Background: an optimization exercise with open tools, aiming at small area, a short achievable clock period and few clock cycles per item. Do not read the settings as production practice.

==> inputs of ember <==
Design oa7_crypt, start of the top module:
module oa7_crypt (
    input  wire         clk,
    input  wire         rst,
    input  wire         start,
    input  wire         op_dec,
    input  wire         op_derive,
    input  wire [127:0] key_in,
    input  wire [31:0]  epoch,
    input  wire [31:0]  key_addr,
    input  wire [159:0] data_in,
    output wire         ready,
    output reg          done,
    output wire [159:0] data_out,
    output wire [127:0] key_out
);
    localparam [31:0] KEY_XOR = 32'h87B562F4;
    reg         busy;      
    reg         run;       
    reg         dec;       
    reg  [7:0]  dd;        
    reg  [2:0]  kc;        
    reg  [2:0]  p;         
    reg  [5:0]  jh;        
    reg  [1:0]  kidx;      
    reg  [31:0] r0, r1, r2, r3, r4;
    reg  [31:0] k0, k1, k2, k3;
    reg  [31:0] mixr;      
    reg  [31:0] m1r;       
    assign ready    = ~busy;
    assign data_out = {r4, r3, r2, r1, r0};
    assign key_out  = {k3, k2, k1, k0};
    reg  [1:0]  w1;        
    reg  [1:0]  w2;        
    wire [31:0] mix_in, xk, m1, m2;
    oa7_keymix u_mix (.epoch(epoch), .addr(key_addr), .mixs(mix_in));
    oa7_keysel u_sel (.mixs(mixr), .i(w1), .xs(xk));
    oa7_mulc   u_m1  (.xs(xk),  .m(m1));
    oa7_mulc   u_m2  (.xs(m1r), .m(m2));
    wire [31:0] kder = m2 ^ (m2 >> 16) ^ KEY_XOR;
    wire        kwr  = (kc >= 3'd2);
    function [31:0] sum_of;
        input [5:0] h;
        sum_of = ({32{h[0]}} & 32'h9E3779B9) | ({32{h[1]}} & 32'h3C6EF372)
               | ({32{h[2]}} & 32'hDAA66D2B) | ({32{h[3]}} & 32'h78DDE6E4)
               | ({32{h[4]}} & 32'h1715609D) | ({32{h[5]}} & 32'hB54CDA56);
    endfunction
    function [1:0] kidx_of;
        input       d;
        input [2:0] pp;
        input [5:0] j;
        reg   [31:0] s;
        begin
            s = sum_of(j);
            kidx_of = (d ? 2'd0 - pp[1:0] : pp[1:0]) ^ s[3:2];
        end
    endfunction
    wire [31:0] sum = sum_of(jh);
    wire       last_p     = (p == 3'd4);
    wire       last_round = dec ? jh[0] : jh[5];
    wire [2:0] p_n        = last_p ? 3'd0 : p + 3'd1;
    wire [5:0] jh_n       = !last_p ? jh : dec ? {1'b0, jh[5:1]} : {jh[4:0], 1'b0};
    reg  [31:0] kw;
    wire [1:0]  kidx_nx = run ? kidx_of(dec, p_n, jh_n) : kidx;
    reg  [31:0] kw_nx;
    always @(*) begin
        if (kwr && w2 == kidx_nx)
            kw_nx = kder;
        else case (kidx_nx)
            2'd0: kw_nx = k0;
  ...
==> module oa7_add, before the edit <==
module oa7_add #(
    parameter W = 32
) (
    input  wire [W-1:0] a,
    input  wire [W-1:0] b,
    input  wire         ci,
    output wire [W-1:0] s
);
    wire [W-1:0] c;
    oa7_carry_sk u_c (.a(a), .b(b), .ci(ci), .c(c));
    assign s = a ^ b ^ c;
endmodule
==> module oa7_crypt, before the edit <==
module oa7_crypt (
    input  wire         clk,
    input  wire         rst,
    input  wire         start,
    input  wire         op_dec,
    input  wire         op_derive,
    input  wire [127:0] key_in,
    input  wire [31:0]  epoch,
    input  wire [31:0]  key_addr,
    input  wire [159:0] data_in,
    output wire         ready,
    output reg          done,
    output wire [159:0] data_out,
    output wire [127:0] key_out
);
    localparam [31:0] KEY_XOR = 32'h87B562F4;
    reg         busy;      
    reg         run;       
    reg         dec;       
    reg  [7:0]  dd;        
    reg  [2:0]  kc;        
    reg  [2:0]  p;         
    reg  [5:0]  jh;        
    reg  [1:0]  kidx;      
    reg  [31:0] r0, r1, r2, r3, r4;
    reg  [31:0] k0, k1, k2, k3;
    reg  [31:0] mixr;      
    reg  [31:0] m1r;       
    assign ready    = ~busy;
    assign data_out = {r4, r3, r2, r1, r0};
    assign key_out  = {k3, k2, k1, k0};
    reg  [1:0]  w1;        
    reg  [1:0]  w2;        
    wire [31:0] mix_in, xk, m1, m2;
    oa7_keymix u_mix (.epoch(epoch), .addr(key_addr), .mixs(mix_in));
    oa7_keysel u_sel (.mixs(mixr), .i(w1), .xs(xk));
    oa7_mulc   u_m1  (.xs(xk),  .m(m1));
    oa7_mulc   u_m2  (.xs(m1r), .m(m2));
    wire [31:0] kder = m2 ^ (m2 >> 16) ^ KEY_XOR;
    wire        kwr  = (kc >= 3'd2);
    function [31:0] sum_of;
        input [5:0] h;
        sum_of = ({32{h[0]}} & 32'h9E3779B9) | ({32{h[1]}} & 32'h3C6EF372)
               | ({32{h[2]}} & 32'hDAA66D2B) | ({32{h[3]}} & 32'h78DDE6E4)
               | ({32{h[4]}} & 32'h1715609D) | ({32{h[5]}} & 32'hB54CDA56);
    endfunction
    function [1:0] kidx_of;
        input       d;
        input [2:0] pp;
        input [5:0] j;
        reg   [31:0] s;
        begin
            s = sum_of(j);
            kidx_of = (d ? 2'd0 - pp[1:0] : pp[1:0]) ^ s[3:2];
        end
    endfunction
    wire [31:0] sum = sum_of(jh);
    wire       last_p     = (p == 3'd4);
    wire       last_round = dec ? jh[0] : jh[5];
    wire [2:0] p_n        = last_p ? 3'd0 : p + 3'd1;
    wire [5:0] jh_n       = !last_p ? jh : dec ? {1'b0, jh[5:1]} : {jh[4:0], 1'b0};
    reg  [31:0] kw;
    wire [1:0]  kidx_nx = run ? kidx_of(dec, p_n, jh_n) : kidx;
    reg  [31:0] kw_nx;
    always @(*) begin
        if (kwr && w2 == kidx_nx)
            kw_nx = kder;
        else case (kidx_nx)
            2'd0: kw_nx = k0;
            2'd1: kw_nx = k1;
            2'd2: kw_nx = k2;
            default: kw_nx = k3;
        endcase
    end
    wire [31:0] ddir = {{4{dd[7]}}, {4{dd[6]}}, {4{dd[5]}}, {4{dd[4]}},
                        {4{dd[3]}}, {4{dd[2]}}, {4{dd[1]}}, {4{dd[0]}}};
    wire [31:0] vp = (ddir & r4) | (~ddir & r0);
    wire [31:0] y  = (ddir & r0) | (~ddir & r1);
    wire [31:0] z  = (ddir & r3) | (~ddir & r4);
    wire [31:0] sa, sb;
    oa7_add #(.W(32)) u_a (.a((z >> 5) ^ (y << 2)), .b((y >> 3) ^ (z << 4)), .ci(1'b0), .s(sa));
    oa7_add #(.W(32)) u_b (.a(sum ^ y), .b(kw ^ z), .ci(1'b0), .s(sb));
    wire [31:0] mx = sa ^ sb;
    wire [31:0] vc;
    oa7_carry_sk u_v (.a(vp ^ ddir), .b(mx), .ci(1'b0), .c(vc));
    wire [31:0] vn = vp ^ mx ^ vc;
    always @(posedge clk) begin
        if (rst) begin
            busy <= 1'b0;
            run  <= 1'b0;
            kc   <= 3'd0;
            done <= 1'b0;
        end else begin
            done <= 1'b0;
            if (!busy) begin
                if (start) begin
                    busy <= 1'b1;
                    run  <= ~op_derive;
                    kc   <= op_derive ? 3'd1 : 3'd0;
                end
            end else begin
                if (kc != 3'd0)
                    kc <= (kc == 3'd5) ? 3'd0 : kc + 3'd1;
                if (kc == 3'd2)
                    run <= 1'b1;
                if (run && last_p && last_round) begin
                    run  <= 1'b0;
                    busy <= 1'b0;
                    done <= 1'b1;
                end
            end
        end
    end
    always @(posedge clk) begin
        m1r <= m1 ^ (m1 >> 16);
        w1  <= busy ? w1 + 2'd1 : (op_dec ? 2'd1 : 2'd2);
        w2  <= w1;
        if (!busy) begin
            dec  <= op_dec;
            dd   <= start ? {8{~op_derive & op_dec}} : data_in[7:0];
            p    <= 3'd0;
            jh   <= op_dec ? 6'b100000 : 6'b000001;
            kidx <= op_dec ? 2'd1 : 2'd2;
            kw   <= op_dec ? key_in[63:32] : key_in[95:64];
            mixr <= mix_in;
            {r4, r3, r2, r1, r0} <= data_in;
            {k3, k2, k1, k0}     <= key_in;
        end else begin
            if (kc == 3'd1)
                dd <= 8'hFF;
            else if (kc == 3'd2)
                dd <= {8{dec}};
            if (kwr) begin
                case (w2)
                    2'd0: k0 <= kder;
                    2'd1: k1 <= kder;
                    2'd2: k2 <= kder;
                    default: k3 <= kder;
                endcase
            end
            if (run) begin
                p    <= p_n;
                jh   <= jh_n;
                kidx <= kidx_nx;
            end
            kw <= kw_nx;
            r0 <= (ddir & vn) | (~ddir & r1);
            r1 <= (ddir & r0) | (~ddir & r2);
            r2 <= (ddir & r1) | (~ddir & r3);
            r3 <= (ddir & r2) | (~ddir & r4);
            r4 <= (ddir & r3) | (~ddir & vn);
        end
    end
endmodule
==> flow/config.mk <==
export PLATFORM = sky130hd
export DESIGN_NAME = oa7_crypt
export DESIGN_NICKNAME = oa7_crypt
export VERILOG_FILES = /design/flow/design.v
export SDC_FILE = /design/flow/constraint.sdc
export NUM_CORES = 4
export LEC_CHECK = 0
export CAP_MARGIN = 20
export CORE_MARGIN = 2
export CORE_UTILIZATION = 70
export SLEW_MARGIN = 20
==> flow/constraint.sdc <==
create_clock -name core_clock -period 15.0 [get_ports {clk}]
set_input_delay 3.0000 -clock core_clock [delete_from_list [all_inputs] [get_ports {clk}]]
set_output_delay 3.0000 -clock core_clock [all_outputs]
set_load 0.01 [all_outputs]
standard.sh (not shown) runs the stock make flow with config.mk's settings and CLKGATE_MAP_FILE= SYNTH_SCRIPT=/design/flow/synth_recipe.tcl, a recipe that flattens the netlist after the stock synthesis.
==> flow/flow/run.sh <==
#!/bin/bash
set -euo pipefail
export SETUP_SLACK_MARGIN=9
export BUFFER_PORTS_ARGS="-buffer_cell sky130_fd_sc_hd__buf_1"
bash standard.sh > standard_flow.log 2>&1
==> inputs of juniper, as changes to ember <==
--- a/flow/design.v
+++ b/flow/design.v
@@ -512,6 +512,35 @@
 );
     assign xs = mixs ^ {{4{2'b00, i}}, 16'h0000};
 endmodule
+module oa7_carry #(
+    parameter W = 32
+) (
+    input  wire [W-1:0] a,
+    input  wire [W-1:0] b,
+    input  wire         ci,
+    output wire [W-1:0] c
+);
+    localparam L = (W > 16) ? 5 : (W > 8) ? 4 : (W > 4) ? 3 : (W > 2) ? 2 : 1;
+    wire [W-1:0] g [0:L];
+    wire [W-1:0] p [0:L];
+    assign g[0] = (a & b) | {{(W-1){1'b0}}, (a[0] ^ b[0]) & ci};
+    assign p[0] = a ^ b;
+    genvar l, i;
+    generate
+        for (l = 0; l < L; l = l + 1) begin : g_lvl
+            for (i = 0; i < W; i = i + 1) begin : g_bit
+                if (i >= (1 << l)) begin : g_op
+                    assign g[l+1][i] = g[l][i] | (p[l][i] & g[l][i - (1 << l)]);
+                    assign p[l+1][i] = p[l][i] & p[l][i - (1 << l)];
+                end else begin : g_pass
+                    assign g[l+1][i] = g[l][i];
+                    assign p[l+1][i] = p[l][i];
+                end
+            end
+        end
+    endgenerate
+    assign c = {g[L][W-2:0], ci};
+endmodule
 module oa7_add #(
     parameter W = 32
 ) (
@@ -521,7 +550,7 @@
     output wire [W-1:0] s
 );
     wire [W-1:0] c;
-    oa7_carry_sk u_c (.a(a), .b(b), .ci(ci), .c(c));
+    oa7_carry #(.W(W)) u_c (.a(a), .b(b), .ci(ci), .c(c));
     assign s = a ^ b ^ c;
 endmodule
 module oa7_crypt (
@@ -608,7 +637,7 @@
     oa7_add #(.W(32)) u_b (.a(sum ^ y), .b(kw ^ z), .ci(1'b0), .s(sb));
     wire [31:0] mx = sa ^ sb;
     wire [31:0] vc;
-    oa7_carry_sk u_v (.a(vp ^ ddir), .b(mx), .ci(1'b0), .c(vc));
+    oa7_carry #(.W(32)) u_v (.a(vp ^ ddir), .b(mx), .ci(1'b0), .c(vc));
     wire [31:0] vn = vp ^ mx ^ vc;
     always @(posedge clk) begin
         if (rst) begin
==> flow/flow/run.sh (replaced) <==
#!/bin/bash
set -euo pipefail
export SETUP_SLACK_MARGIN=8
export BUFFER_PORTS_ARGS="-buffer_cell sky130_fd_sc_hd__buf_1"
bash standard.sh > standard_flow.log 2>&1
- CORE_UTILIZATION: 70 -> 60
==> summary.txt <==
In ember the via count is higher than in juniper, by about 5.6%.
Between ember and juniper, the lower register-to-register slack is in juniper (gap 0.62 ns).
Of ember and juniper, ember has the higher global-route usage (gap 9.8 points).
==> figures <==
quantity	juniper	ember
Run status	no timing/DRC/antenna violations	no timing/DRC/antenna violations
Number of DRC markers after the initial detailed-route iteration	2,041	3,427
Count of non-CTS buffers in the layout	671	735
Routed length per placed instance	20.99 um	24.25 um
Master of the slowest instance on the critical path	sky130_fd_sc_hd__a21oi_1	sky130_fd_sc_hd__edfxtp_1
Post-synthesis to final-layout area growth	13.38%	17.71%
Sink of the worst hold path	r4[26]	w2[1]
Global routing usage on met1	0.4585	0.5431
Global-route total usage across every layer	0.3483	0.4463
Function was not checked in any run of this note: the RTL went through the layout flow alone.

static timing again, ports no longer ideal:
The flow's constraints put no driver on any port. The routed layouts listed below were extracted and timed again, unchanged, in two steps. Step 1 sets driving cells, clkbuf_16 on the clock port and buf_2 on the other inputs (assumed; they add their load-dependent delay and slew). Step 2 also shifts input and output timing later by t, the mid clock arrival at the registers, as if the neighbouring blocks saw the same clock. a / b / c = ideal / step 1 / step 2; a / b = the first two.
run | shift t [ns] | setup slack, ns | worst setup path at the end | worst data-port slew with drivers (ns) | pins driven straight from the clock port
ember | 0.666 | 8.920 / 8.920 / 8.920 | register to register | 0.13 | 1
juniper | 0.667 | 8.298 / 8.298 / 8.298 | register to register | 0.10 | 1
After both steps every run listed still meets setup and hold.
